Background: an optimization exercise with open tools, aiming at small area and few clock cycles. Do not read the settings as production practice. At most, simulation tests tie the RTL to the original design; equivalence was not proved. Only the layout flow was run in run 1; the RTL was not checked for function there. Power and IR drop assume default switching activity.

`flow/run.sh`:
```
#!/bin/bash
# The standard layout with two changes:
#  - synthesis maps the logic with an area-oriented ABC script (flow/abc_area.script);
#    registers are mapped before ABC runs, so they are the standard synthesis's;
#  - the port buffers are plain buf_1 cells.
set -euo pipefail
W=$PWD
{ echo "proc abc {args} { set i [lsearch \$args -script]; if {\$i >= 0} { lset args [expr {\$i+1}] $W/flow/abc_area.script }; yosys abc {*}\$args }"
  cat synth_recipe.tcl; } > my_synth.tcl
sed "s#SYNTH_SCRIPT=[^ ]*#SYNTH_SCRIPT=$W/my_synth.tcl#" standard.sh > my_standard.sh
export BUFFER_PORTS_ARGS="-buffer_cell sky130_fd_sc_hd__buf_1"
export CTS_ARGS="-sink_clustering_enable -repair_clock_nets -buf_list sky130_fd_sc_hd__clkbuf_8 -sink_clustering_size 32 -sink_clustering_max_diameter 150 -dont_use_dummy_load"
bash my_standard.sh > standard.log 2>&1
```
`flow/abc_area.script`:
```
strash; ifraig; scorr; dc2; strash; &get -n; &dch -f; &nf -R 1000 -a -p; &put
```
`standard.sh`:
```
#!/bin/bash
# synth_recipe.tcl (not shown) runs the flow's synth.tcl, then flattens the netlist and writes it again
# the make line also repeats each setting of config.mk as NAME=value (left out here)
make -C /OpenROAD-flow-scripts/flow DESIGN_CONFIG=/design/flow/config.mk WORK_HOME=/design/flow/orfs CLKGATE_MAP_FILE= SYNTH_SCRIPT=/design/flow/synth_recipe.tcl "${@:-finish}"
```
`config.mk`:
```
export PLATFORM = sky130hd
export DESIGN_NAME = frame_codec
export DESIGN_NICKNAME = frame_codec
export VERILOG_FILES = /design/flow/design.v
export SDC_FILE = /design/flow/constraint.sdc
export NUM_CORES = 4
export LEC_CHECK = 0
export CAP_MARGIN = 20
export CORE_MARGIN = 2
export CORE_UTILIZATION = 40
export SLEW_MARGIN = 20
```
`constraint.sdc`:
```
create_clock -name core_clock -period 5.0 [get_ports {clk}]
set_input_delay 1.0000 -clock core_clock [delete_from_list [all_inputs] [get_ports {clk}]]
set_output_delay 1.0000 -clock core_clock [all_outputs]
set_load 0.01 [all_outputs]
```
`design.v`:
```
module crc16_step (
    input  wire [15:0] seed,
    input  wire [7:0]  data,
    output wire [15:0] next
);
    wire [7:0]  d = seed[15:8] ^ data;
    wire [7:0]  t = d ^ {4'h0, d[7:4]};
    wire [15:0] tab = {t[3:0], 12'h000} ^ {3'b000, t, 5'h00} ^ {8'h00, t};
    assign next = tab ^ {seed[7:0], 8'h00};
endmodule
module frame_tx (
    input  wire        clk,
    input  wire        rst,
    input  wire        start,
    input  wire [7:0]  opcode,
    input  wire [15:0] len,
    input  wire        pl_valid,
    input  wire [7:0]  pl_data,
    output wire        pl_ready,
    output reg         out_valid,
    output reg  [7:0]  out_data,
    output wire        out_last,
    input  wire        out_ready,
    output wire        busy,
    output reg         trunc
);
    localparam [3:0] S_IDLE  = 4'd0,
                     S_SYNC_H = 4'd1,
                     S_DRAIN = 4'd2,
                     S_SYNC_L = 4'd3,
                     S_OPC   = 4'd4,
                     S_LEN_H = 4'd5,
                     S_LEN_L = 4'd6,
                     S_PAY   = 4'd7,
                     S_CRC_H = 4'd8,
                     S_CRC_L = 4'd9;
    reg [3:0]  state;
    reg [15:0] rem;
    reg [9:0]  k;
    reg [15:0] crc;
    assign busy = (state != S_IDLE);
    assign out_last = (state < 4'd3);
    wire load  = !out_valid || out_ready;
    wire go    = (state == S_IDLE) && start;
    wire trunc_now = (opcode == 8'h01) && (len > 16'd1024);
    assign pl_ready = ((state == S_PAY) && load) || (state == S_DRAIN);
    wire take = pl_valid && pl_ready;
    wire rem_z = (rem == 16'd0);
    wire rem_1 = (rem == 16'd1);
    wire [7:0] cl = crc[7:0];
    wire [7:0] tt = {cl[7:5] ^ cl[2:0], cl[4:0]};
    wire [7:0] op_rec = ~{tt[7:4], tt[3:0] ^ tt[7:4]};
    reg [7:0] obyte;
    always @(*) begin
        case (state)
            S_SYNC_L: obyte = 8'hCD;
            S_OPC:    obyte = op_rec;
            S_LEN_H:  obyte = trunc ? 8'h04 : rem[15:8];
            S_LEN_L:  obyte = trunc ? 8'h00 : rem[7:0];
            S_PAY:    obyte = pl_data;
            S_CRC_H:  obyte = crc[15:8];
            S_CRC_L:  obyte = crc[15:8];
            default:  obyte = 8'hAB;
        endcase
    end
    wire [15:0] crc_next;
    crc16_step u_step (.seed(go ? 16'hFFFF : crc), .data(go ? opcode : obyte), .next(crc_next));
    wire fold = go || (load && (state == S_LEN_H || state == S_LEN_L || state == S_CRC_H ||
                                (state == S_PAY && pl_valid)));
    always @(posedge clk) begin
        if (fold)
            crc <= crc_next;
        if (go)
            rem <= len;
        else if (take)
            rem <= rem - 16'd1;
        if (rst)
            k <= 10'd0;
        else if (take && trunc && state == S_PAY)
            k <= k + 10'd1;
        if (load)
            out_data <= obyte;
    end
    always @(posedge clk) begin
        if (rst) begin
            state     <= S_IDLE;
            out_valid <= 1'b0;
            trunc     <= 1'b0;
        end else begin
            if (load)
                out_valid <= 1'b0;
            case (state)
                S_IDLE: if (start) begin
                    trunc <= trunc_now;
                    if (load) begin
                        out_valid <= 1'b1;
                        state <= S_SYNC_L;
                    end else
                        state <= S_SYNC_H;
                end
                S_SYNC_H: if (load) begin out_valid <= 1'b1; state <= S_SYNC_L; end
                S_SYNC_L: if (load) begin out_valid <= 1'b1; state <= S_OPC; end
                S_OPC:    if (load) begin out_valid <= 1'b1; state <= S_LEN_H; end
                S_LEN_H:  if (load) begin out_valid <= 1'b1; state <= S_LEN_L; end
                S_LEN_L:  if (load) begin
                    out_valid <= 1'b1;
                    state <= rem_z ? S_CRC_H : S_PAY;
                end
                S_PAY: if (load && pl_valid) begin
                    out_valid <= 1'b1;
                    if (trunc ? (k == 10'd1023) : rem_1)
                        state <= S_CRC_H;
                end
                S_CRC_H: if (load) begin out_valid <= 1'b1; state <= S_CRC_L; end
                S_CRC_L: if (load) begin
                    out_valid <= 1'b1;
                    state <= rem_z ? S_IDLE : S_DRAIN;
                end
                S_DRAIN: if (pl_valid && rem_1) state <= S_IDLE;
                default: state <= S_IDLE;
            endcase
        end
    end
endmodule
module frame_rx (
    input  wire        clk,
    input  wire        rst,
    input  wire        start,
    input  wire [7:0]  expect_op,
    input  wire        abort,
    input  wire        in_valid,
    input  wire [7:0]  in_data,
    input  wire        in_last,
    output wire        in_ready,
    output reg         pl_valid,
    output wire [7:0]  pl_data,
    output reg         busy,
    output reg         done,
    output reg  [1:0]  err,
    output wire        sync_ok,
    output wire        len_ok,
    output reg  [15:0] plen,
    output reg  [16:0] n,
    output reg  [15:0] crc
);
    reg        op_ok;     
    reg        sync;      
    reg [15:0] len_r;     
    reg [7:0]  b1;        
    reg [7:0]  b2;        
    assign in_ready = busy;
    assign pl_data  = b2;
    wire take = in_valid && busy && !abort;
    wire [15:0] crc_next;
    crc16_step u_step (.seed(crc), .data(b2), .next(crc_next));
    wire [16:0] idx = n - (done ? 17'd7 : 17'd6);
    wire        idx_lt = idx < {1'b0, len_r};
    wire        short  = (n < 17'd7);
    reg         lt_r;     
    reg         eq_r;     
    wire   sync2   = ({b2, b1} == 16'hABCD);
    assign sync_ok = (n == 17'd2) ? sync2 : (sync && (n > 17'd2));
    assign len_ok  = eq_r;
    always @(*) begin
        if (short)                err = 2'd1;
        else if (crc != {b2, b1}) err = 2'd2;
        else if (!op_ok)          err = 2'd3;
        else                      err = 2'd0;
        plen = (err != 2'd0) ? 16'd0 : lt_r ? idx[15:0] : len_r;
    end
    always @(posedge clk) begin
        if (start && !busy && !abort) begin
            len_r[7:0] <= expect_op;
            n     <= 17'd0;
            crc   <= 16'hFFFF;
        end else if (take) begin
            n  <= n + 17'd1;
            b1 <= in_data;
            b2 <= b1;
            if (n >= 17'd4)
                crc <= crc_next;
            lt_r <= idx_lt;
            eq_r <= (idx == {1'b0, len_r});
            if (n == 17'd2) sync  <= sync2;
            if (n == 17'd2) op_ok <= (in_data == len_r[7:0]);
            if (n == 17'd4) len_r <= {b1, in_data};
        end
    end
    always @(posedge clk) begin
        if (rst) begin
            busy     <= 1'b0;
            done     <= 1'b0;
            pl_valid <= 1'b0;
        end else begin
            pl_valid <= take && !in_last && idx_lt;
            if (abort) begin
                busy <= 1'b0;
                done <= 1'b0;
            end else if (start && !busy) begin
                busy <= 1'b1;
                done <= 1'b0;
            end else if (take && in_last) begin
                busy <= 1'b0;
                done <= 1'b1;
            end
        end
    end
endmodule
module frame_codec (
    input  wire        clk,
    input  wire        rst,
    input  wire        tx_start,
    input  wire [7:0]  tx_opcode,
    input  wire [15:0] tx_len,
    input  wire        tx_pl_valid,
    input  wire [7:0]  tx_pl_data,
    output wire        tx_pl_ready,
    output wire        tx_out_valid,
    output wire [7:0]  tx_out_data,
    output wire        tx_out_last,
    input  wire        tx_out_ready,
    output wire        tx_busy,
    output wire        tx_trunc,
    input  wire        rx_start,
    input  wire [7:0]  rx_expect,
    input  wire        rx_abort,
    input  wire        rx_in_valid,
    input  wire [7:0]  rx_in_data,
    input  wire        rx_in_last,
    output wire        rx_in_ready,
    output wire        rx_pl_valid,
    output wire [7:0]  rx_pl_data,
    output wire        rx_busy,
    output wire        rx_done,
    output wire [1:0]  rx_err,
    output wire        rx_sync_ok,
    output wire        rx_len_ok,
    output wire [15:0] rx_plen,
    output wire [16:0] rx_n,
    output wire [15:0] rx_crc
);
    frame_tx u_tx (
        .clk(clk), .rst(rst),
        .start(tx_start), .opcode(tx_opcode), .len(tx_len),
        .pl_valid(tx_pl_valid), .pl_data(tx_pl_data), .pl_ready(tx_pl_ready),
        .out_valid(tx_out_valid), .out_data(tx_out_data), .out_last(tx_out_last),
        .out_ready(tx_out_ready),
        .busy(tx_busy), .trunc(tx_trunc)
    );
    frame_rx u_rx (
        .clk(clk), .rst(rst),
        .start(rx_start), .expect_op(rx_expect), .abort(rx_abort),
        .in_valid(rx_in_valid), .in_data(rx_in_data), .in_last(rx_in_last),
        .in_ready(rx_in_ready),
        .pl_valid(rx_pl_valid), .pl_data(rx_pl_data),
        .busy(rx_busy), .done(rx_done), .err(rx_err),
        .sync_ok(rx_sync_ok), .len_ok(rx_len_ok), .plen(rx_plen),
        .n(rx_n), .crc(rx_crc)
    );
endmodule
```
==> impl_metrics.toml, run 1 <==
[floorplanning]
start_util_pct = 40.67
die_area_um2 = 18540
die_w_um = 136.2
row_count = 48
coreArea_um2 = 17180
pin_count = 135
die_y_um = 136.2

[detailed_routing]
num_vias = 6099
viasPerCell = 5.431
first_iter_violations = 470
drt_wl_total_mm = 18.76
wl_per_cell_um = 16.70
dr.pass1.iters = 5
drc = 0
ant_nets = 0

[pwr]
irDropWorstVdd_mv = 0.5175
powerDensity_nw_per_um2 = 481.6
p_switching_mw = 1.481
cellInternalPower_mw = 2.405
p_leak_nw = 2.797
clockPowerShare_pct = 16.8
seqPwrFrac_pct = 44.8
sw_frac_of_total_pct = 38.12
p_comb_share_pct = 38.4

[worst_setup_path]
path_max_fanout = 15
slowest_stage = "or4_1"
criticalPathCategory = "flop to output pin"
worstPathCellList = "xor2_1 > or4_1 > nor4_1 > and4b_1 > and2_0 > nand2_1 > a211oi_1 > buf_1"
crit_required_ns = 4.00
cpPeakStageDelay_ns = 0.54
end_kind = "output pin"
startpoint_type = "flop"
arrival_ns = 3.20

[synth]
synth_area_um2 = 6985
yosys_warnings = 2
synth.area.mux_share_pct = 0.5732
ys_ff_latch = 128
synth_fa_ha_area_share_pct = 4.120
yosys.area_share.simple_pct = 19.90
synth.most_common_cell = "nand2_1"
seq_area_frac_synth_pct = 47.57
synth_top_cell_by_area = "edfxtp_1"
synth_edf_count = 76
netlist_top_cells_count = "nand2_1, nor2_1, edfxtp_1, dfxtp_1, a21oi_1"
synth_cell_types = 44
synth_xor_area_share_pct = 11.03
async_reset_ff_share_pct = 0
synthCells = 741
yosysTopAreaCellShare_pct = 32.67
synth.net_count = 821
avgSynthCellArea_um2 = 9.427
synth_area_leaders = "edfxtp_1, dfxtp_1, xor2_1"
ys.flop_type = "edfxtp_1"
synth_compound_area_share_pct = 14.81
synth_top_family_by_area = "simple AND/OR/NAND/NOR gates"

[clocking]
tritoncts = "built"
clkLatencyLatePin_ns = 0.45
cts_hold_buf = 0
cts-buffers-inserted = 17
clk_pin_slew_ns = 0.06
h-tree-depth = 4
cts_resized = 0
cts.sinks = 128
root_buffer = "clkbuf_8"
cts_max_path_buffers = 2
post_cts_buffers = 0

[placed_design]
dp_hpwl_mm = 14.06
io_buffers = 134
placed_cell_area_um2 = 7821
gp_congestion = 0.8931
detailedPlace.worstSlack_ns = 1.264

[grt]
grt_first_pass_wirelength_mm = 29.26
grt_usage_pct = 20.68
grt-ovfl-total = 0
antenna_found_initial = 0
grt_start_max_net_pins = 31
grt_pass1_vias = 5609

[sta]
finalHoldViolations = 0
relSlewSlack_pct = 38.19
tightest_slew_ns = 0.9271
skew_ns = 0.02671
worst_hold_slack_ns = 0.4731
fin_ws_ns = 0.8021
clock.fmax_mhz = 238.2
fin_tns_setup_ns = 0
min_period_ns = 4.198
min_period_over_period_pct = 83.96
grt_setup_unrepaired = "false"
setup_viol_count_final = 0
finalMaxSlewViolations = 0

[final_layout]
drive_above_1_share_pct = 2.895
diodes = 0
final_area_um2 = 8068
final_util_pct = 46.97
areaGrowthSynthToFinish_pct = 15.49
fin_nets = 980

[run]
cap_violations = 0

[outcome]
status = "finished clean"

[min_path]
hold_class = "flop to flop"
==> worst paths after layout <==
| path | depth (start not counted) | slack (ns) | end | from |
|---|---|---|---|---|
| worst max-delay path | 8 | 0.80 | rx_plen[4] | u_rx.b2[6] |
| worst min-delay path | 1 | 0.47 | u_tx.k[9] | u_tx.k[9] |
| worst max register to register | 14 | 1.57 | u_rx.lt_r | u_rx.n[0] |
| worst min register to register | 1 | 0.47 | u_tx.k[9] | u_tx.k[9] |
==> flip-flops by register name (all words and copies together), names as in the netlist <==
register        cells
u_rx.done           1
u_tx.out_data       8
u_tx.trunc          1
u_tx.state          4
u_rx.op_ok          1
u_rx.eq_r           1
u_tx.rem           16
u_rx.n             17
u_rx.len_r         16
u_tx.out_valid      1
u_rx.b1             8
u_rx.pl_valid       1
u_rx.b2             8
u_rx.lt_r           1
u_tx.crc           16
u_rx.busy           1
u_tx.k             10
u_rx.crc           16
u_rx.sync           1
==> final cells by class <==
| class | instances | area (um2) |
|---|---|---|
| Inverter | 35 | 131.4 |
| Multi-Input combinational cell | 577 | 3542 |
| Clock buffer | 17 | 234.0 |
| Fill cell | 1695 | 9109 |
| Timing Repair Buffer | 141 | 555.5 |
| Sequential cell | 128 | 3323 |
| Tap cell | 225 | 281.5 |
==> worst max-delay path: cells and delay by family (launching register included) <==
family,cells,cell delay [ns]
buf+inv,1,0.18
simple gates,5,1.54
xor+xnor,1,0.22
flops,1,0.43
compound gates,1,0.38
==> metal layers <==
metal | global-route usage (%) | wire length [um] | share of wire, % | up-vias
li1 | - | - | - | 3029
met5 | 0 | 0 | 0 | -
met3 | 4.251 | 1102 | 5.9 | 27
met2 | 33.19 | 8598 | 46 | 209
met4 | 7.523 | 401 | 2.1 | 0
met1 | 27.60 | 8652 | 46 | 2834
==> stage by stage <==
step | total power, mW | cells
floorplan | 2.810 | 741
global placement | 3.234 | 1106
detailed placement | 3.235 | 1106
CTS | 3.894 | 1123
global route | 4.151 | 1123
finish | 3.886 | 1123
==> layout by cell type, fill, tap and decap left out, types with 15 or more instances in the layout <==
cell type / Yosys / layout
a211oi_1: 17 / 17
a21oi_1: 50 / 50
buf_1: 0 / 134
clkbuf_8: 0 / 17
clkinv_1: 35 / 35
dfxtp_1: 52 / 52
edfxtp_1: 76 / 76
ha_1: 23 / 23
nand2_1: 89 / 89
nand3_1: 17 / 17
nor2_1: 86 / 86
nor3_1: 25 / 25
nor4_1: 18 / 18
o211ai_1: 15 / 15
o21ai_0: 38 / 36
xnor2_1: 42 / 42
xor2_1: 46 / 46
==> logic make-up (layout without fill, tap and decap cells) <==
group | after synthesis | count (layout)
multiplexers | 4 | 4
adder cells (fa/ha/maj) | 23 | 23
XOR/XNOR | 88 | 88
flip-flops | 128 | 128
AND/OR/NAND/NOR | 298 | 298
AO/OA/AOI/OAI | 164 | 164
buffers and inverters | 36 | 193
==> power groups by stage <==
stage	clock (mW)	sequential, mW	combinational (mW)
2_1_floorplan	0	1.71	1.10
3_3_place_gp	0	1.76	1.48
5_1_grt	0.703	1.76	1.68
4_1_cts	0.667	1.74	1.49
6_report	0.653	1.74	1.49
3_5_place_dp	0	1.75	1.48
==> run 2: changes to the inputs <==
--- a/design.v
+++ b/design.v
@@ -48,12 +48,9 @@
     wire rem_z = (rem == 16'd0);
     wire rem_1 = (rem == 16'd1);
-    wire [7:0] cl = crc[7:0];
-    wire [7:0] tt = {cl[7:5] ^ cl[2:0], cl[4:0]};
-    wire [7:0] op_rec = ~{tt[7:4], tt[3:0] ^ tt[7:4]};
     reg [7:0] obyte;
     always @(*) begin
         case (state)
             S_SYNC_L: obyte = 8'hCD;
-            S_OPC:    obyte = op_rec;
+            S_OPC:    obyte = crc[15:8];
             S_LEN_H:  obyte = trunc ? 8'h04 : rem[15:8];
             S_LEN_L:  obyte = trunc ? 8'h00 : rem[7:0];
@@ -65,9 +62,11 @@
     end
     wire [15:0] crc_next;
-    crc16_step u_step (.seed(go ? 16'hFFFF : crc), .data(go ? opcode : obyte), .next(crc_next));
-    wire fold = go || (load && (state == S_LEN_H || state == S_LEN_L || state == S_CRC_H ||
-                                (state == S_PAY && pl_valid)));
-    always @(posedge clk) begin
-        if (fold)
+    crc16_step u_step (.seed(crc), .data((state == S_OPC) ? 8'hFF : obyte), .next(crc_next));
+    wire fold = load && (state == S_OPC || state == S_LEN_H || state == S_LEN_L ||
+                         state == S_CRC_H || (state == S_PAY && pl_valid));
+    always @(posedge clk) begin
+        if (go)
+            crc <= {opcode, 8'hFF};
+        else if (fold)
             crc <= crc_next;
         if (go)
@@ -155,11 +154,11 @@
     crc16_step u_step (.seed(crc), .data(b2), .next(crc_next));
     wire [16:0] idx = n - (done ? 17'd7 : 17'd6);
-    wire        idx_lt = idx < {1'b0, len_r};
+    wire        idx_eq = (idx == {1'b0, len_r});
     wire        short  = (n < 17'd7);
-    reg         lt_r;     
-    reg         eq_r;     
+    reg         past;
+    wire        pl_next = !idx[16] && !idx_eq && !past;
     wire   sync2   = ({b2, b1} == 16'hABCD);
     assign sync_ok = (n == 17'd2) ? sync2 : (sync && (n > 17'd2));
-    assign len_ok  = eq_r;
+    assign len_ok  = idx_eq;
     always @(*) begin
         if (short)                err = 2'd1;
@@ -167,5 +166,5 @@
         else if (!op_ok)          err = 2'd3;
         else                      err = 2'd0;
-        plen = (err != 2'd0) ? 16'd0 : lt_r ? idx[15:0] : len_r;
+        plen = (err != 2'd0) ? 16'd0 : past ? len_r : idx[15:0];
     end
     always @(posedge clk) begin
@@ -174,4 +173,5 @@
             n     <= 17'd0;
             crc   <= 16'hFFFF;
+            past  <= 1'b0;
         end else if (take) begin
             n  <= n + 17'd1;
@@ -180,6 +180,5 @@
             if (n >= 17'd4)
                 crc <= crc_next;
-            lt_r <= idx_lt;
-            eq_r <= (idx == {1'b0, len_r});
+            if (idx_eq) past <= 1'b1;
             if (n == 17'd2) sync  <= sync2;
             if (n == 17'd2) op_ok <= (in_data == len_r[7:0]);
@@ -193,5 +192,5 @@
             pl_valid <= 1'b0;
         end else begin
-            pl_valid <= take && !in_last && idx_lt;
+            pl_valid <= take && !in_last && pl_next;
             if (abort) begin
                 busy <= 1'b0;
--- a/flow/run.sh
+++ b/flow/run.sh
@@ -10,4 +10,4 @@
 sed "s#SYNTH_SCRIPT=[^ ]*#SYNTH_SCRIPT=$W/my_synth.tcl#" standard.sh > my_standard.sh
 export BUFFER_PORTS_ARGS="-buffer_cell sky130_fd_sc_hd__buf_1"
-export CTS_ARGS="-sink_clustering_enable -repair_clock_nets -buf_list sky130_fd_sc_hd__clkbuf_8 -sink_clustering_size 32 -sink_clustering_max_diameter 150 -dont_use_dummy_load"
+export CTS_ARGS="-sink_clustering_enable -repair_clock_nets -dont_use_dummy_load -sink_clustering_size 32 -sink_clustering_max_diameter 150 -buf_list sky130_fd_sc_hd__clkbuf_8"
 bash my_standard.sh > standard.log 2>&1
--- a/config.mk
+++ b/config.mk
@@ -8,4 +8,4 @@
 export CAP_MARGIN = 20
 export CORE_MARGIN = 2
-export CORE_UTILIZATION = 40
+export CORE_UTILIZATION = 65
 export SLEW_MARGIN = 20
==> run 2 against run 1 <==
  * Core utilization increased by 30 points
  * Sequential share of layout area grew 1.0 points
  * Area after synthesis is 4.9% lower
  * Worst setup slack worse by 0.40 ns
  * Highest routed layer unchanged
  * First-iteration DRC count decreased by 1.9%
  * Critical path type unchanged
==> impl_metrics.toml, run 2 <==
[outcome]
status = "finished clean"

[sta]
min_period_ns = 4.603
grt_setup_unrepaired = "false"
finalMaxSlewViolations = 0
tightest_slew_ns = 1.011
finalHoldViolations = 0
relSlewSlack_pct = 30.83
skew_ns = 0.03104
worst_hold_slack_ns = 0.4777
fin_ws_ns = 0.3971
min_period_over_period_pct = 92.06
fin_tns_setup_ns = 0
setup_viol_count_final = 0
clock.fmax_mhz = 217.3

[floorplanning]
die_y_um = 105.1
die_w_um = 105.1
coreArea_um2 = 9864
die_area_um2 = 11040
pin_count = 135
start_util_pct = 67.31
row_count = 36

[clocking]
tritoncts = "built"
clkLatencyLatePin_ns = 0.44
root_buffer = "clkbuf_8"
cts_resized = 0
post_cts_buffers = 0
cts-buffers-inserted = 17
cts_max_path_buffers = 2
h-tree-depth = 4
clk_pin_slew_ns = 0.08
cts_hold_buf = 0
cts.sinks = 127

[final_layout]
mostFrequentLayoutCells = "buf_1, nand2_1, nor2_1"
drive_above_1_share_pct = 2.749
final_cells = 1006
layout_commonest_cell = "buf_1"
areaGrowthSynthToFinish_pct = 14.21
final_area_um2 = 7584
top_register = "u_rx.n"
final_util_pct = 76.88
diodes = 0
fin_nets = 939
largest_register_ffs = 17

[worst_setup_path]
cpLargestDelayFamily = "simple AND/OR/NAND/NOR gates"
criticalPathCategory = "flop to output pin"
startpoint_type = "flop"
end_kind = "output pin"
slowest_stage = "dfxtp_1"
path_max_fanout = 7
worstPathCellList = "clkinv_1 > ha_1 > clkinv_1 > ha_1 > a21oi_1 > nand2_1 > or2_0 > xor2_1 > nand2_1 > o21ai_0 > a221oi_1 > nand3b_1 > nor4b_1 > nand4b_1 > nand4b_1 > nor2_1 > buf_1"
cpPeakStageDelay_ns = 0.35
arrival_ns = 3.60
crit_buf_inv = 3
crit_required_ns = 4.00

[detailed_routing]
drt_wl_total_mm = 17.47
first_iter_violations = 461
viasPerCell = 6.144
num_vias = 6181
ant_nets = 0
wl_per_cell_um = 17.37
dr.pass1.iters = 7
drc = 0

[synth]
synth_top_cell_by_area = "edfxtp_1"
ys.flop_type = "edfxtp_1"
synth.net_count = 781
synth.most_common_cell = "nand2_1"
avgSynthCellArea_um2 = 9.261
synthCells = 717
yosysTopAreaCellShare_pct = 29.85
synth_edf_count = 66
synth_area_um2 = 6640
async_reset_ff_share_pct = 0
synth_cell_types = 50
synth_area_leaders = "edfxtp_1, dfxtp_1, xor2_1"
netlist_top_cells_count = "nand2_1, nor2_1, edfxtp_1, dfxtp_1, a21oi_1"
ys_ff_latch = 127
yosys_warnings = 2
seq_area_frac_synth_pct = 48.24

[grt]
grt_pass1_vias = 5957
grt_usage_pct = 32.00
grt_start_max_net_pins = 28
grt_first_pass_wirelength_mm = 27.83
antenna_found_initial = 0
grt-ovfl-total = 0

[placed_design]
dp_cells = 989
io_buffers = 134
dp_hpwl_mm = 13.10
detailedPlace.worstSlack_ns = 0.8489
gp_congestion = 1.024
placed_cell_area_um2 = 7350

[pwr]
irDropWorstVdd_mv = 0.3696
p_leak_nw = 2.809
power.total_mw = 3.178
powerDensity_nw_per_um2 = 419.1

[run]
cap_violations = 0

[min_path]
hold_class = "flop to flop"
==> run 2: kinds of logic (layout without fill, tap and decap cells) <==
group / count (synthesis) / count (layout) / synth area share [%]
and+or+nand+nor: 300 / 300 / 21.29
AOI/OAI and AO/OA: 178 / 178 / 16.49
DFF: 127 / 127 / 48.24
xor gates and xnor gates: 81 / 81 / 10.68
buffers and inverters: 18 / 174 / 1.074
adders and majority gates: 7 / 7 / 1.319
muxes: 6 / 6 / 0.9045
==> run 2: layout make-up <==
type | count | area, um2
clock buffer | 17 | 234.0
sequential | 127 | 3203
fill | 724 | 2281
inverter | 17 | 63.81
tap | 133 | 166.4
timing repair buffer | 140 | 548.0
multi-input combinational | 572 | 3368
==> run 2: path summary, 6_finish.rpt <==
path / start / end / slack, ns / depth (start not counted)
max: u_rx.n[0] / rx_len_ok / 0.40 / 17
min: u_tx.crc[0] / u_tx.crc[0] / 0.48 / 1
max reg2reg: u_tx.state[1] / u_tx.crc[13] / 1.76 / 10
min reg2reg: u_tx.crc[0] / u_tx.crc[0] / 0.48 / 1
==> run 2: power by group <==
group / internal, mW / total, mW / switching, mW
combinational: 0.386 / 1.02 / 0.636
clock: 0.298 / 0.631 / 0.333
sequential: 1.35 / 1.53 / 0.180
total: 2.03 / 3.18 / 1.15
==> run 2: worst register-to-register path: cells and delay by family, from the launching register on <==
kind            cells  cell delay (ns)
xor+xnor            3             0.83
compound gates      4             1.35
flops               1             0.39
simple gates        3             0.40
==> run 2: metal layers <==
layer	global-route usage, %	share of wire (%)
met5	0	0
met4	12.95	3.0
met3	7.548	8.1
met2	55.52	50
met1	38.15	39
Testbench counts of run 2, summed over its fixed seeds: cycles 114,164.
==> run 3: changes to the inputs <==
--- a/flow/run.sh
+++ b/flow/run.sh
@@ -10,4 +10,4 @@
 sed "s#SYNTH_SCRIPT=[^ ]*#SYNTH_SCRIPT=$W/my_synth.tcl#" standard.sh > my_standard.sh
 export BUFFER_PORTS_ARGS="-buffer_cell sky130_fd_sc_hd__buf_1"
-export CTS_ARGS="-sink_clustering_enable -repair_clock_nets -dont_use_dummy_load -sink_clustering_size 32 -sink_clustering_max_diameter 150 -buf_list sky130_fd_sc_hd__clkbuf_8"
+export CTS_ARGS="-sink_clustering_enable -repair_clock_nets -dont_use_dummy_load -sink_clustering_size 32 -sink_clustering_max_diameter 150 -buf_list sky130_fd_sc_hd__clkbuf_4"
 bash my_standard.sh > standard.log 2>&1
--- a/config.mk
+++ b/config.mk
@@ -9,3 +9,4 @@
 export CORE_MARGIN = 2
 export CORE_UTILIZATION = 65
+export PLACE_DENSITY = 0.8
 export SLEW_MARGIN = 20
==> run 3 against run 2 <==
  * Critical endpoint unchanged
  * Still clean on timing, DRC and antenna
  * Worst setup slack got worse by 0.10 ns
  * First-iteration DRC count decreased by 13%
  * Highest routed layer unchanged
  * Power decreased by 5.2%
  * Core utilization decreased by 1.1 points
==> impl_metrics.toml, run 3 <==
[synth]
synth.most_common_cell = "nand2_1"
synth_top_cell_by_area = "edfxtp_1"
ys_ff_latch = 127
synth_area_leaders = "edfxtp_1, dfxtp_1, xor2_1"
synth_area_um2 = 6640
seq_area_frac_synth_pct = 48.24
synth_cell_types = 50
synthCells = 717
yosysTopAreaCellShare_pct = 29.85
synth.net_count = 781
netlist_top_cells_count = "nand2_1, nor2_1, edfxtp_1, dfxtp_1, a21oi_1"
synth_edf_count = 66
ys.flop_type = "edfxtp_1"
yosys_warnings = 2
avgSynthCellArea_um2 = 9.261
async_reset_ff_share_pct = 0

[sta]
tightest_slew_ns = 0.9671
setup_viol_count_final = 0
finalHoldViolations = 0
fin_tns_setup_ns = 0
clock.fmax_mhz = 212.6
min_period_over_period_pct = 94.06
finalMaxSlewViolations = 0
min_period_ns = 4.703
grt_setup_unrepaired = "false"
relSlewSlack_pct = 34.85
skew_ns = 0.03674

[detailed_routing]
drt_wl_total_mm = 17.35
drc = 0
num_vias = 6149
first_iter_violations = 400
ant_nets = 0
wl_per_cell_um = 17.25
viasPerCell = 6.112
dr.pass1.iters = 8

[placed_design]
dp_hpwl_mm = 13.06
io_buffers = 134
gp_congestion = 0.9189

[final_layout]
top_register = "u_rx.n"
mostFrequentLayoutCells = "buf_1, nand2_1, nor2_1"
layout_commonest_cell = "buf_1"
nFillCells = 767
diodes = 0
areaGrowthSynthToFinish_pct = 12.61
fin_nets = 939
drive_above_1_share_pct = 2.749
largest_register_ffs = 17

[clocking]
h-tree-depth = 4
tritoncts = "built"
cts.sinks = 127
root_buffer = "clkbuf_4"
cts_resized = 0
post_cts_buffers = 0
cts_hold_buf = 0
cts-buffers-inserted = 17
clk_pin_slew_ns = 0.10
cts_max_path_buffers = 2
clkLatencyLatePin_ns = 0.51

[worst_setup_path]
reg2reg_to = "u_tx.crc[15]"
startpoint = "u_rx.n[0]"
path_max_fanout = 7
r2r_slack_ns = 1.69
startpoint_type = "flop"
crit_required_ns = 4.00
arrival_ns = 3.70
r2r-start = "u_tx.state[1]"
r2r_cells = 10
end_kind = "output pin"
criticalPathCategory = "flop to output pin"

[floorplanning]
start_util_pct = 67.31
row_count = 36
die_y_um = 105.1
die_area_um2 = 11040
coreArea_um2 = 9864
pin_count = 135
die_w_um = 105.1

[grt]
grt-ovfl-total = 0
grt_usage_pct = 31.49
grt_pass1_vias = 5685
antenna_found_initial = 0
grt_start_max_net_pins = 28
grt_first_pass_wirelength_mm = 27.51

[pwr]
powerDensity_nw_per_um2 = 403.2
irDropWorstVdd_mv = 0.4249
power.total_mw = 3.015
p_leak_nw = 2.765

[min_path]
hp-start = "u_tx.crc[7]"
hold_class = "flop to flop"
min_delay_worst_endpoint = "u_tx.crc[7]"
hold_path_depth = 2

[run]
cap_violations = 0

[outcome]
status = "finished clean"
[run 3: cell count changes in the layout (fill, tap and decap cells not counted)]
| cell | before | now |
|---|---|---|
| clkbuf_8 | 17 | 0 |
| o21ai_0 | 45 | 46 |
| clkbuf_4 | 0 | 17 |
| o21ai_1 | 2 | 1 |
[run 3: routing by layer]
layer  track usage (%)  up-vias  part of all wire [%]
met3             6.238       36                   7.1
met4             12.00        0                   2.3
met1             38.02     2875                    40
met2             55.38      292                    51
li1                  -     2946                     -
met5                 0        -                     0
[run 3: area by class of cell]
| class | instances | area (um2) | area share [%] |
|---|---|---|---|
| timing repair buffer | 140 | 548.0 | 7.329 |
| sequential | 127 | 3203 | 42.84 |
| clock buffer | 17 | 127.6 | 1.707 |
| tap | 133 | 166.4 | 2.226 |
| multi-input combinational | 572 | 3368 | 45.05 |
| inverter | 17 | 63.81 | 0.8534 |
[run 3: cells by family after synthesis]
group / count (synthesis) / synth area share (%)
AO/OA/AOI/OAI: 178 / 16.49
buffers and inverters: 18 / 1.074
AND/OR/NAND/NOR: 300 / 21.29
multiplexers: 6 / 0.9045
flip-flops: 127 / 48.24
XOR/XNOR: 81 / 10.68
adder cells (fa/ha/maj): 7 / 1.319
[run 3: worst max-delay path, cell delays in order (launching register included)]
cell and delay, ns:
dfxtp_1 0.35, clkinv_1 0.13, ha_1 0.20, clkinv_1 0.07
ha_1 0.20, a21oi_1 0.26, or3b_1 0.38, a21boi_1 0.26
o21ai_0 0.11, a221oi_1 0.22, nand3b_1 0.10, nor4b_1 0.27
nand4b_1 0.12, nand4b_1 0.21, nor2_1 0.16, buf_1 0.17
[run 3: power breakdown]
group	internal [mW]	leakage, nW	switching (mW)
Sequential	1.34	1.12	0.183
Combinational	0.386	1.57	0.632
Clock	0.155	0.0782	0.315
Total	1.88	2.76	1.13
[run 3: stage by stage]
step / utilization, % / area, um2 / hold slack [ns] / instances / setup slack, ns
CTS: 75.80 / 7477 / 0.4935 / 1006 / 0.2439
global route: 75.80 / 7477 / 0.5096 / 1006 / 0.02655
floorplan: - / 6640 / 0.4424 / 717 / 1.157
finish: 75.80 / 7477 / 0.4955 / 1006 / 0.2969
global placement: 74.51 / 7350 / 0.4556 / 989 / 0.9322
detailed placement: 74.51 / 7350 / 0.4781 / 989 / 0.8146
[run 3: worst max-delay path by stage]
| stage | to | slack [ns] | cells past startpoint |
|---|---|---|---|
| 3_5_place_dp | rx_len_ok | 0.81 | 15 |
| 5_1_grt | rx_len_ok | 0.03 | 15 |
| 6_report | rx_len_ok | 0.30 | 15 |
| 2_1_floorplan | rx_len_ok | 1.16 | 14 |
| 3_3_place_gp | rx_len_ok | 0.93 | 15 |
| 4_1_cts | rx_len_ok | 0.24 | 15 |
==> run 4: changes to the inputs <==
==> flow/abc_area.script (replaced) <==
strash; &get -n; &deepsyn -T 30; &put; strash; &get -n; &dch -f; &nf -R 1000 -a -p; &put
==> run 4 against run 3 <==
  * Still clean
  * Worst setup slack improved by 0.092 ns
  * Final area fell by 1.4%
  * Critical endpoint unchanged
  * Combinational power barely moved
  * Register-to-register slack got worse by 0.38 ns
  * Via count fell by 3.1%
  * Power fell by 0.11%
  * Maximum frequency rose by 2.0%
  * Largest power group unchanged
  * Synthesized cell count fell by 3.9%
  * Clock skew fell by 0.016 ns
  * Flip-flop and latch count did not move
==> impl_metrics.toml, run 4 <==
[synth]
synth_top_family_by_area = "simple AND/OR/NAND/NOR gates"
yosysTopAreaCellShare_pct = 30.40
synth_edf_count = 66
ys.flop_type = "edfxtp_1"
synth.area.mux_share_pct = 1.516
async_reset_ff_share_pct = 0
synth_top_cell_by_area = "edfxtp_1"
synth_area_leaders = "edfxtp_1, dfxtp_1, xnor2_1"
yosys_warnings = 2
ys_ff_latch = 127
netlist_top_cells_count = "nor2_1, edfxtp_1, nand2_1, dfxtp_1, xnor2_1"
synth_cell_types = 46
synth_area_um2 = 6520
synth_fa_ha_area_share_pct = 1.343
synthCells = 689
yosys.area_share.simple_pct = 21.51
synth_compound_area_share_pct = 14.62
avgSynthCellArea_um2 = 9.463
synth.net_count = 753
synth_xor_area_share_pct = 10.61
seq_area_frac_synth_pct = 49.13
synth.most_common_cell = "nor2_1"

[clocking]
cts_max_path_buffers = 2
clk_pin_slew_ns = 0.09
tritoncts = "built"
root_buffer = "clkbuf_4"
clkLatencyLatePin_ns = 0.55
cts_hold_buf = 0
post_cts_buffers = 0
cts_resized = 0
cts.sinks = 127
cts-buffers-inserted = 17
h-tree-depth = 4

[pwr]
p_leak_nw = 2.565
powerDensity_nw_per_um2 = 408.5
irDropWorstVdd_mv = 0.3825

[sta]
clock.fmax_mhz = 216.9
finalHoldViolations = 0
skew_ns = 0.02032
finalMaxSlewViolations = 0
tightest_slew_ns = 0.9396
min_period_ns = 4.611
setup_viol_count_final = 0
relSlewSlack_pct = 37.13
min_period_over_period_pct = 92.22
fin_tns_setup_ns = 0
grt_setup_unrepaired = "false"

[final_layout]
drive_above_1_share_pct = 3.070
areaGrowthSynthToFinish_pct = 13.07
nFillCells = 758
final_area_um2 = 7372
largest_register_ffs = 17
top_register = "u_rx.n"
diodes = 0
fin_nets = 913
mostFrequentLayoutCells = "buf_1, nor2_1, edfxtp_1"
final_util_pct = 75.42
layout_commonest_cell = "buf_1"

[outcome]
status = "finished clean"

[placed_design]
dp_hpwl_mm = 13.30
gp_congestion = 0.9387
io_buffers = 134
placed_cell_area_um2 = 7244

[detailed_routing]
viasPerCell = 6.078
drc = 0
dr.pass1.iters = 5
num_vias = 5956
first_iter_violations = 358
ant_nets = 0
drt_wl_total_mm = 17.36
wl_per_cell_um = 17.72

[floorplanning]
coreArea_um2 = 9774
die_w_um = 104.2
pin_count = 135
start_util_pct = 66.71
die_area_um2 = 10850
row_count = 36
die_y_um = 104.2

[worst_setup_path]
crit_required_ns = 4.00
path_max_fanout = 7
arrival_ns = 3.61
startpoint_type = "flop"
criticalPathCategory = "flop to output pin"
end_kind = "output pin"

[run]
cap_violations = 0

[grt]
grt_first_pass_wirelength_mm = 27.71
antenna_found_initial = 0
grt_pass1_vias = 5642
grt_usage_pct = 32.63
grt_start_max_net_pins = 27
grt-ovfl-total = 0

[min_path]
hold_class = "flop to flop"
## run 4: cell types whose count changed after synthesis, moves of 8 or more
cell | before | now
a211oi_1 | 12 | 2
a21oi_1 | 55 | 46
nand2_1 | 91 | 64
nor3_1 | 34 | 49
o211ai_1 | 12 | 2
o21ai_0 | 47 | 39
xnor2_1 | 40 | 50
xor2_1 | 41 | 29
## run 4: kinds of logic after synthesis
kind of cell | after synthesis
and+or+nand+nor | 293
AOI/OAI and AO/OA | 153
DFF | 127
xor gates and xnor gates | 79
buffers and inverters | 21
muxes | 9
adders and majority gates | 7
## run 4: layer usage
| layer | up-vias | global-route usage (%) | wire length (um) | share of wire, % |
|---|---|---|---|---|
| li1 | 2859 | - | - | - |
| met1 | 2764 | 39.91 | 6867 | 40 |
| met2 | 292 | 56.81 | 8703 | 50 |
| met3 | 41 | 6.140 | 1295 | 7.5 |
| met4 | 0 | 13.42 | 497 | 2.9 |
| met5 | - | 0 | 0 | 0 |
## run 4: where the power goes
group	leakage (nW)	switching (mW)	internal (mW)	total [mW]
Clock	0.0782	0.320	0.155	0.475
Sequential	1.11	0.189	1.36	1.55
Combinational	1.38	0.625	0.363	0.988
Total	2.57	1.13	1.88	3.01
## run 4: worst paths after layout
| path | startpoint | end | slack [ns] | cells past startpoint |
|---|---|---|---|---|
| worst min-delay path | u_tx.k[9] | u_tx.k[9] | 0.46 | 1 |
| worst max-delay path | u_rx.n[0] | rx_len_ok | 0.39 | 14 |
| worst max register to register | u_tx.state[2] | u_tx.crc[6] | 1.31 | 11 |
| worst min register to register | u_tx.k[9] | u_tx.k[9] | 0.46 | 1 |
## run 4: metrics by stage
stage / power, mW / hold slack [ns] / cells / setup slack [ns]
2_1_floorplan: 2.216 / 0.4266 / 689 / 1.278
3_3_place_gp: 2.499 / 0.4510 / 963 / 1.132
3_5_place_dp: 2.535 / 0.4574 / 963 / 0.9337
4_1_cts: 3.004 / 0.4702 / 980 / 0.4668
5_1_grt: 3.196 / 0.4896 / 980 / 0.07802
6_report: 3.011 / 0.4648 / 980 / 0.3890
## run 4: cell type report
class | instances | area (um2) | share of cell area [%]
flip-flops and latches | 127 | 3203 | 43.45
inverters | 20 | 75.07 | 1.018
repair buffers | 142 | 563.0 | 7.637
clock buffers | 17 | 127.6 | 1.731
multi-input cells | 541 | 3237 | 43.91
well taps | 133 | 166.4 | 2.257
## run 4: worst max-delay path: stages, from the launching register on
cell      delay (ns)
dfxtp_1         0.38
clkinv_1        0.11
ha_1            0.15
clkinv_1        0.09
ha_1            0.22
a21oi_1         0.23
nand2b_1        0.15
nor2b_1         0.25
nand2_1         0.13
o31ai_1         0.30
nand2_1         0.16
a21oi_1         0.17
nand3_1         0.10
nor4_1          0.43
buf_1           0.20
==> run 5: changes to the inputs <==
--- a/flow/run.sh
+++ b/flow/run.sh
@@ -1,7 +1,9 @@
 #!/bin/bash
-# The standard layout with two changes:
+# The standard layout (standard.sh, its make targets and synth_recipe.tcl) with three changes:
 #  - synthesis maps the logic with an area-oriented ABC script (flow/abc_area.script);
 #    registers are mapped before ABC runs, so they are the standard synthesis's;
-#  - the port buffers are plain buf_1 cells.
+#  - the port buffers are plain buf_1 cells;
+#  - clock tree synthesis uses clkbuf_4 buffers and no dummy loads.
+# Each tool's output goes to the ORFS logs under orfs/logs, make's to standard.log.
 set -euo pipefail
 W=$PWD
==> run 5 against run 4 <==
  * Still clean
  * Worst hold slack is the same
  * Clock power is essentially flat
  * First-iteration DRC count is the same
  * Final area is the same
  * Power is the same
  * Wire length is the same
  * Core utilization is the same
  * Register-to-register slack is essentially flat
  * Critical path depth is the same
  * Area after synthesis is the same
  * Clock skew is the same
  * Critical endpoint unchanged
  * Largest power group unchanged
==> impl_metrics.toml, run 5 <==
[grt]
grt_start_max_net_pins = 27
grt_pass1_vias = 5642
grt_first_pass_wirelength_mm = 27.71
antenna_found_initial = 0
grt_usage_pct = 32.63
grt-ovfl-total = 0

[sta]
relSlewSlack_pct = 37.13
min_period_ns = 4.611
finalHoldViolations = 0
fin_tns_setup_ns = 0
skew_ns = 0.02032
setup_viol_count_final = 0
grt_setup_unrepaired = "false"
clock.fmax_mhz = 216.9
min_period_over_period_pct = 92.22
tightest_slew_ns = 0.9396
finalMaxSlewViolations = 0

[clocking]
cts_hold_buf = 0
tritoncts = "built"
cts_max_path_buffers = 2
h-tree-depth = 4
clkLatencyLatePin_ns = 0.55
root_buffer = "clkbuf_4"
clk_pin_slew_ns = 0.09
cts_resized = 0
cts-buffers-inserted = 17
cts.sinks = 127
post_cts_buffers = 0

[synth]
async_reset_ff_share_pct = 0
ys_ff_latch = 127
yosysTopAreaCellShare_pct = 30.40
ys.flop_type = "edfxtp_1"
synth_cell_types = 46
synthCells = 689
yosys.area_share.simple_pct = 21.51
synth_edf_count = 66
synth_xor_area_share_pct = 10.61
synth_area_um2 = 6520
yosys_warnings = 2
seq_area_frac_synth_pct = 49.13
avgSynthCellArea_um2 = 9.463
synth_compound_area_share_pct = 14.62
synth_area_leaders = "edfxtp_1, dfxtp_1, xnor2_1"
synth_top_cell_by_area = "edfxtp_1"
synth.area.mux_share_pct = 1.516
synth.most_common_cell = "nor2_1"
netlist_top_cells_count = "nor2_1, edfxtp_1, nand2_1, dfxtp_1, xnor2_1"
synth_fa_ha_area_share_pct = 1.343
synth_top_family_by_area = "simple AND/OR/NAND/NOR gates"
synth.net_count = 753

[final_layout]
final_cells = 980
regArea_um2 = 3203
largest_register_ffs = 17
nFillCells = 758
areaGrowthSynthToFinish_pct = 13.07
multi_input_area_um2 = 3237
drive_above_1_share_pct = 3.070
diodes = 0
layout_commonest_cell = "buf_1"
mostFrequentLayoutCells = "buf_1, nor2_1, edfxtp_1"
fin_nets = 913
top_register = "u_rx.n"

[detailed_routing]
dr.pass1.iters = 5
viasPerCell = 6.078
first_iter_violations = 358
wl_per_cell_um = 17.72
drc = 0
drt_wl_total_mm = 17.36
ant_nets = 0
num_vias = 5956

[pwr]
powerDensity_nw_per_um2 = 408.5
cellInternalPower_mw = 1.877
sw_frac_of_total_pct = 37.66
p_switching_mw = 1.134
clockPowerShare_pct = 15.8
p_comb_share_pct = 32.8
seqPwrFrac_pct = 51.4
irDropWorstVdd_mv = 0.3825
p_leak_nw = 2.565

[floorplanning]
die_w_um = 104.2
die_y_um = 104.2
row_count = 36
pin_count = 135
die_area_um2 = 10850
start_util_pct = 66.71
coreArea_um2 = 9774

[worst_setup_path]
criticalPathCategory = "flop to output pin"
reg2reg_to = "u_tx.crc[6]"
r2r_cells = 11
end_kind = "output pin"
path_max_fanout = 7
r2r-start = "u_tx.state[2]"
crit_required_ns = 4.00
startpoint_type = "flop"
r2r_slack_ns = 1.31
arrival_ns = 3.61

[min_path]
hold_path_depth = 1
hold_class = "flop to flop"
min_delay_worst_endpoint = "u_tx.k[9]"
hp-start = "u_tx.k[9]"

[placed_design]
dp_cells = 963
io_buffers = 134
gp_congestion = 0.9387
dp_hpwl_mm = 13.30

[run]
cap_violations = 0

[outcome]
status = "finished clean"
run 5: cell counts after synthesis:
No cell type changed its count.
run 5: worst max-delay path, cell delays in order, from the launching register on:
cell and delay, ns:
dfxtp_1 0.38, clkinv_1 0.11, ha_1 0.15, clkinv_1 0.09, ha_1 0.22, a21oi_1 0.23
nand2b_1 0.15, nor2b_1 0.25, nand2_1 0.13, o31ai_1 0.30, nand2_1 0.16, a21oi_1 0.17
nand3_1 0.10, nor4_1 0.43, buf_1 0.20
run 5: kinds of logic (layout without fill, tap and decap cells):
logic type	Yosys count	after routing
buffers and inverters	21	179
xor gates and xnor gates	79	79
DFF	127	127
muxes	9	9
AOI/OAI and AO/OA	153	153
and+or+nand+nor	293	293
adders and majority gates	7	7
run 5: worst max path at each step:
stage,from,endpoint,slack (ns)
final,u_rx.n[0],rx_len_ok,0.39
after global routing,u_rx.n[0],rx_len_ok,0.08
after CTS,u_rx.n[0],rx_len_ok,0.47
after detailed placement,tx_out_ready,u_tx.state[2],0.93
after global placement,tx_out_ready,u_tx.state[3],1.13
after floorplan,rx_in_valid,u_rx.n[16],1.28
run 5: metal layers:
layer	routed length, um	track usage [%]
met1	6867	39.91
met2	8703	56.81
met3	1295	6.140
met4	497	13.42
met5	0	0
run 5: cell type report:
type | count | area share, %
multi-input cells | 541 | 43.91
clock buffers | 17 | 1.731
flip-flops and latches | 127 | 43.45
repair buffers | 142 | 7.637
well taps | 133 | 2.257
inverters | 20 | 1.018
run 5: metrics by stage:
stage / worst slack [ns] / utilization [%] / cell area, um2 / hold slack, ns / total power [mW]
after floorplan: 1.278 / - / 6520 / 0.4266 / 2.216
after global placement: 1.132 / 74.12 / 7244 / 0.4510 / 2.499
after detailed placement: 0.9337 / 74.12 / 7244 / 0.4574 / 2.535
after CTS: 0.4668 / 75.42 / 7372 / 0.4702 / 3.004
after global routing: 0.07802 / 75.42 / 7372 / 0.4896 / 3.196
final: 0.3890 / 75.42 / 7372 / 0.4648 / 3.011
run 5: power groups by stage:
| stage | Sequential (mW) | Combinational (mW) | Clock [mW] |
|---|---|---|---|
| floorplan | 1.52 | 0.695 | 0 |
| global placement | 1.56 | 0.940 | 0 |
| detailed placement | 1.57 | 0.968 | 0 |
| CTS | 1.54 | 0.976 | 0.484 |
| global route | 1.57 | 1.10 | 0.524 |
| finish | 1.55 | 0.988 | 0.475 |
==> run 6: changes to the inputs <==
==> flow/run.sh (replaced) <==
#!/bin/bash
# The standard layout (standard.sh, its make targets and synth_recipe.tcl) with three changes:
#  - synthesis maps the logic with an area-oriented ABC script (flow/abc_area.script);
#    registers are mapped before ABC runs, so they are the standard synthesis's;
#  - the port buffers, and the buffers synthesis puts on pass-through wires, are plain buf_1 cells;
#  - clock tree synthesis uses clkbuf_4 buffers and no dummy loads.
# Each tool's output goes to the ORFS logs under orfs/logs, make's to standard.log.
set -euo pipefail
W=$PWD
{ echo "proc abc {args} { set i [lsearch \$args -script]; if {\$i >= 0} { lset args [expr {\$i+1}] $W/flow/abc_area.script }; yosys abc {*}\$args }"
  cat synth_recipe.tcl; } > my_synth.tcl
sed "s#SYNTH_SCRIPT=[^ ]*#SYNTH_SCRIPT=$W/my_synth.tcl 'MIN_BUF_CELL_AND_PORTS=sky130_fd_sc_hd__buf_1 A X'#" standard.sh > my_standard.sh
export BUFFER_PORTS_ARGS="-buffer_cell sky130_fd_sc_hd__buf_1"
export CTS_ARGS="-sink_clustering_enable -repair_clock_nets -dont_use_dummy_load -sink_clustering_size 32 -sink_clustering_max_diameter 150 -buf_list sky130_fd_sc_hd__clkbuf_4"
bash my_standard.sh > standard.log 2>&1
--- a/config.mk
+++ b/config.mk
@@ -9,4 +9,5 @@
 export CORE_MARGIN = 2
 export CORE_UTILIZATION = 65
+export GPL_TIMING_DRIVEN = 0
 export PLACE_DENSITY = 0.8
 export SLEW_MARGIN = 20
==> run 6 against run 5 <==
  * Still clean
  * Maximum frequency is 0.53% lower
  * Final area fell by 0.31%
  * Worst setup slack lost 0.024 ns
  * Core utilization shrank 0.23 points
  * Clock skew grew 0.013 ns
  * Cell count down 0.61%
  * Area after synthesis hardly changed
  * Count of clock-buffer cells in the layout stayed put
  * Clock power rose by 0.8%
  * Non-clock buffer count down 6
  * Die area barely moved
  * Combinational power barely moved
==> impl_metrics.toml, run 6 <==
[outcome]
status = "finished clean"

[worst_setup_path]
worstPathCellList = "xnor2_1 > nand4_1 > nor3_1 > and2_0 > nand2_1 > nor2_1 > a22o_1 > buf_1"
crit_cells = 8
path_max_fanout = 16
end_kind = "output pin"
arrival_ns = 3.64
startpoint_type = "flop"
criticalPathCategory = "flop to output pin"
reg2reg_to = "u_rx.n[16]"
r2r_cells = 12
crit_buf_inv = 1
cpLargestDelayFamily = "simple AND/OR/NAND/NOR gates"
crit_required_ns = 4.00
cpPeakStageDelay_ns = 0.75
r2r-start = "u_rx.busy"
slowest_stage = "nor2_1"
endpoint = "rx_plen[2]"
startpoint = "u_rx.b2[7]"
r2r_slack_ns = 1.09

[sta]
tightest_slew_ns = 1.032
fin_tns_setup_ns = 0
fin_ws_ns = 0.3645
finalMaxSlewViolations = 0
clock.fmax_mhz = 215.7
skew_ns = 0.03367
setup_viol_count_final = 0
relSlewSlack_pct = 30.92
finalHoldViolations = 0
min_period_ns = 4.635
min_period_over_period_pct = 92.71

[clocking]
tritoncts = "built"
post_cts_buffers = 0
cts_hold_buf = 0
cts-buffers-inserted = 17
clkLatencyLatePin_ns = 0.55
h-tree-depth = 4
cts.sinks = 127
cts_max_path_buffers = 2
root_buffer = "clkbuf_4"
clk_pin_slew_ns = 0.10

[floorplanning]
die_w_um = 104.1
start_util_pct = 66.67
die_area_um2 = 10840
die_y_um = 104.1
coreArea_um2 = 9774
pin_count = 135
row_count = 36

[synth]
synth_cell_types = 46
synth_area_um2 = 6516
ys.flop_type = "edfxtp_1"
async_reset_ff_share_pct = 0
seq_area_frac_synth_pct = 49.16
synth_area_leaders = "edfxtp_1, dfxtp_1, xnor2_1"
yosys_warnings = 2
ys_ff_latch = 127
synth_top_cell_by_area = "edfxtp_1"
avgSynthCellArea_um2 = 9.458
synth.most_common_cell = "nor2_1"
synth_edf_count = 66
yosysTopAreaCellShare_pct = 30.41
netlist_top_cells_count = "nor2_1, edfxtp_1, nand2_1, dfxtp_1, xnor2_1"
synth.net_count = 753
synthCells = 689

[final_layout]
drive_above_1_share_pct = 2.616
fin_nets = 907
final_area_um2 = 7350
diodes = 0
final_cells = 974
areaGrowthSynthToFinish_pct = 12.79
mostFrequentLayoutCells = "buf_1, nor2_1, edfxtp_1"
largest_register_ffs = 17
top_register = "u_rx.n"
layout_commonest_cell = "buf_1"

[placed_design]
io_buffers = 134
detailedPlace.worstSlack_ns = 0.3240
dp_cells = 957
dp_hpwl_mm = 13.35
placed_cell_area_um2 = 7209
gp_congestion = 0.9094

[grt]
grt_usage_pct = 32.84
grt-ovfl-total = 0
grt_first_pass_wirelength_mm = 27.83
grt_pass1_vias = 5556
antenna_found_initial = 0
grt_start_max_net_pins = 25

[detailed_routing]
dr_wl_met3_mm = 1.143
first_iter_violations = 499
dr.pass1.iters = 5
met2_length_mm = 8.917
wl_met1_mm = 7.050
top_layer = "met4"
viasPerCell = 6.203
drc = 0
wl_per_cell_um = 18.17
drt_wl_total_mm = 17.70
ant_nets = 0
num_vias = 6042

[run]
cap_violations = 0

[pwr]
powerDensity_nw_per_um2 = 409.9
irDropWorstVdd_mv = 0.4121
power.total_mw = 3.012
p_leak_nw = 2.538

[min_path]
hold_class = "flop to flop"
==> run 6: changes by cell type after synthesis <==
| cell | previous run | this run |
|---|---|---|
| buf_1 | 0 | 1 |
| buf_4 | 1 | 0 |
==> run 6: logic make-up after synthesis <==
logic type      count (synthesis)  synth area share [%]
mux                             9                 1.517
flops                         127                 49.16
fa+ha+maj                       7                 1.344
buf+inv                        21                 1.210
simple gates                  293                 21.52
xor+xnor                       79                 10.62
compound gates                153                 14.63
==> run 6: report_power, final <==
part	internal [mW]	switching, mW
logic	0.357	0.628
registers	1.36	0.188
clock network	0.155	0.324
==> run 6: layout make-up <==
| cell class | count | area (um2) |
|---|---|---|
| inverter | 20 | 75.07 |
| timing repair buffer | 135 | 518.0 |
| clock buffer | 17 | 127.6 |
| tap | 133 | 166.4 |
| fill | 740 | 2425 |
| sequential | 127 | 3203 |
| buffer | 1 | 3.754 |
| multi-input combinational | 541 | 3256 |
==> run 6: through the flow <==
step,hold slack [ns],utilization [%]
3_3_place_gp,0.4377,73.52
3_5_place_dp,0.4467,73.76
4_1_cts,0.4647,75.06
2_1_floorplan,0.4266,-
5_1_grt,0.4807,75.19
6_report,0.4687,75.19
==> run 6: worst min-delay path by stage <==
stage	from	cells past startpoint	end
2_1_floorplan	u_tx.k[9]	1	u_tx.k[9]
3_3_place_gp	u_tx.k[9]	1	u_tx.k[9]
3_5_place_dp	u_tx.k[9]	1	u_tx.k[9]
4_1_cts	u_tx.k[9]	1	u_tx.k[9]
5_1_grt	u_tx.k[9]	1	u_tx.k[9]
6_report	u_tx.k[9]	1	u_tx.k[9]
==> run 6: timing repair <==
action                                  in CTS  in global routing
hold endpoints to repair                     0                  0
endpoints found under the setup margin       0                  1
resized for setup                            0                  1
==> run 6: routing by layer <==
metal,GRT usage [%],vias up
li1,-,2843
met1,40.40,2859
met2,56.25,291
met3,6.892,49
met4,13.71,0
met5,0,-
==> run 7: changes to the inputs <==
==> flow/abc_area.script (replaced) <==
strash; &get -n; &deepsyn -T 120; &put; strash; &get -n; &dch -f; &nf -R 1000 -a -p; &put
==> run 7 against run 6 <==
  * Largest power group unchanged
  * Worst hold slack gained 0.00063 ns
  * Wire length is 2.2% lower
  * Register-to-register slack is essentially flat
  * Highest routed layer unchanged
  * Sequential power about the same
  * Global-route usage shrank 0.61 points
==> impl_metrics.toml, run 7 <==
[floorplanning]
die_w_um = 104.4
coreArea_um2 = 9774
row_count = 36
pin_count = 135
start_util_pct = 67.01
die_y_um = 104.4
die_area_um2 = 10900

[worst_setup_path]
crit_required_ns = 4.00
end_kind = "output pin"
criticalPathCategory = "flop to output pin"
worstPathCellList = "clkinv_1 > ha_1 > clkinv_1 > ha_1 > a21oi_1 > nand2b_1 > nor2_1 > xnor2_1 > xnor2_1 > nor4_1 > o2111ai_1 > a2111oi_0 > nand2_1 > nor2_1 > buf_1"
cpPeakStageDelay_ns = 0.49
startpoint_type = "flop"
cpLargestDelayFamily = "simple AND/OR/NAND/NOR gates"
path_max_fanout = 7
slowest_stage = "dfxtp_1"
crit_buf_inv = 3
arrival_ns = 3.77

[clocking]
cts_resized = 0
post_cts_buffers = 0
clk_pin_slew_ns = 0.08
cts.sinks = 127
root_buffer = "clkbuf_4"
h-tree-depth = 4
cts_hold_buf = 0
clkLatencyLatePin_ns = 0.52
cts-buffers-inserted = 17
cts_max_path_buffers = 2
tritoncts = "built"

[grt]
grt-ovfl-total = 0
grt_usage_pct = 32.23
grt_first_pass_wirelength_mm = 27.78
grt_start_max_net_pins = 24
grt_pass1_vias = 5807
antenna_found_initial = 0

[detailed_routing]
drc = 0
viasPerCell = 6.285
first_iter_violations = 413
dr.pass1.iters = 6
ant_nets = 0
wl_per_cell_um = 17.56
num_vias = 6197
drt_wl_total_mm = 17.31

[placed_design]
gp_congestion = 0.9298
io_buffers = 134
dp_hpwl_mm = 13.07
dp_cells = 969

[synth]
ys_ff_latch = 127
synth_area_um2 = 6550
synth_edf_count = 66
synth_area_leaders = "edfxtp_1, dfxtp_1, xnor2_1"
synth.net_count = 765
seq_area_frac_synth_pct = 48.90
synth_cell_types = 50
async_reset_ff_share_pct = 0
netlist_top_cells_count = "nor2_1, nand2_1, edfxtp_1, dfxtp_1, xnor2_1"
synth.most_common_cell = "nor2_1"
avgSynthCellArea_um2 = 9.344
yosysTopAreaCellShare_pct = 30.26
synth_top_cell_by_area = "edfxtp_1"
synthCells = 701
ys.flop_type = "edfxtp_1"
yosys_warnings = 2

[sta]
fin_tns_setup_ns = 0
worst_hold_slack_ns = 0.4693
grt_setup_unrepaired = "false"
relSlewSlack_pct = 33.06
finalHoldViolations = 0
clock.fmax_mhz = 209.5
setup_viol_count_final = 0
finalMaxSlewViolations = 0
tightest_slew_ns = 1.004
min_period_over_period_pct = 95.45
min_period_ns = 4.773
skew_ns = 0.03033

[final_layout]
largest_register_ffs = 17
areaGrowthSynthToFinish_pct = 12.36
top_register = "u_rx.n"
mostFrequentLayoutCells = "buf_1, nor2_1, nand2_1"
layout_commonest_cell = "buf_1"
diodes = 0
drive_above_1_share_pct = 2.345
fin_nets = 919
final_cells = 986

[run]
cap_violations = 0

[pwr]
irDropWorstVdd_mv = 0.3753
p_leak_nw = 2.530
power.total_mw = 2.988
powerDensity_nw_per_um2 = 406.0

[outcome]
status = "finished clean"

[min_path]
hold_class = "flop to flop"
-- run 7: changes by cell type in the layout (fill, tap and decap cells not counted), moves of 5 or more --
| cell | change |
|---|---|
| xnor2_1 | +5 |
| clkinv_1 | -10 |
| nor2_1 | +23 |
| nand2_1 | +7 |
| xor2_1 | -8 |
| nor3_1 | -8 |
| mux2_1 | -7 |
-- run 7: area by class of cell --
class / instances / area (um2)
fillers: 782 / 2415
inverters: 10 / 37.54
repair buffers: 135 / 510.5
well taps: 133 / 166.4
plain buffers: 1 / 3.754
multi-input cells: 563 / 3311
flip-flops and latches: 127 / 3203
clock buffers: 17 / 127.6
-- run 7: logic make-up after synthesis --
group / count (synthesis) / synth area share [%]
multiplexers: 2 / 0.3056
AO/OA/AOI/OAI: 157 / 15.51
XOR/XNOR: 76 / 10.16
buffers and inverters: 11 / 0.6304
AND/OR/NAND/NOR: 321 / 23.15
adder cells (fa/ha/maj): 7 / 1.337
flip-flops: 127 / 48.90
-- run 7: worst register-to-register path, cell delays in order, from the launching register on --
cell       delay, ns
dfxtp_1         0.72
nand2_1         0.15
nor2_1          0.25
nand2_1         0.13
nor2_1          0.48
and3_1          0.28
and3_1          0.22
and3_1          0.21
and3_1          0.19
nand2_1         0.09
a221oi_1        0.40
and2_0          0.28
nor2_1          0.06
a2111oi_0       0.35
-- run 7: power breakdown --
| group | switching (mW) | total [mW] | leakage (nW) | internal [mW] |
|---|---|---|---|---|
| sequential | 0.195 | 1.54 | 1.10 | 1.35 |
| clock | 0.314 | 0.469 | 0.0782 | 0.155 |
| combinational | 0.626 | 0.979 | 1.35 | 0.353 |
-- run 7: final timing paths --
| check | startpoint | endpoint | slack, ns | cells after the start |
|---|---|---|---|---|
| worst max-delay path | u_rx.n[0] | rx_len_ok | 0.23 | 15 |
| worst min-delay path | u_tx.k[9] | u_tx.k[9] | 0.47 | 1 |
| worst max register to register | u_tx.state[1] | u_tx.state[2] | 1.08 | 13 |
| worst min register to register | u_tx.k[9] | u_tx.k[9] | 0.47 | 1 |
-- run 7: per-stage QoR --
stage                     setup slack, ns  area, um2  util, %
after global placement             0.6413       7219    73.86
after floorplan                     1.379       6550        -
after global routing             0.002550       7360    75.29
after CTS                          0.2567       7357    75.27
after detailed placement           0.4926       7229    73.96
final                              0.2275       7360    75.29
-- run 7: per-layer routing --
layer | global-route usage, % | share of wire [%]
met3 | 6.391 | 7.9
met2 | 54.62 | 50
met1 | 39.24 | 38
met4 | 15.83 | 3.7
met5 | 0 | 0

static timing again, ports no longer ideal:
No port has a modelled driver above. Below, the same layouts with a new extraction and two added sets of constraints.
Step 1: set_driving_cell puts a clkbuf_16 on clk and a buf_2 on each other input, an assumption about the parent block.
Step 2 adds t to the input delays and takes it off the output delays; t is the mean of the earliest and latest rising clock arrival at the registers after step 1. Input paths then give back, and output paths get back, about the clock's delay inside the block.
Slacks: ideal / step 1 / step 2; pairs: ideal / step 1.
run	shift t [ns]	slack for setup (ns)	worst setup path after step 2	worst register clock-pin slew, ns
run 1	0.480	0.802 / 0.762 / 1.242	register to output	0.09 / 0.09
run 2	0.465	0.397 / 0.362 / 0.826	register to output	0.08 / 0.08
run 3	0.528	0.297 / 0.262 / 0.790	register to output	0.11 / 0.11
run 4	0.575	0.389 / 0.357 / 0.888	input to register	0.10 / 0.10
run 5	0.575	0.389 / 0.357 / 0.888	input to register	0.10 / 0.10
run 6	0.573	0.365 / 0.330 / 0.328	input to register	0.12 / 0.12
run 7	0.538	0.227 / 0.195 / 0.400	input to register	0.11 / 0.11
After both steps every run listed still meets setup and hold. For run 6, which loses most, drivers alone change the setup slack by -0.035 ns; drivers and shift together by -0.037 ns.
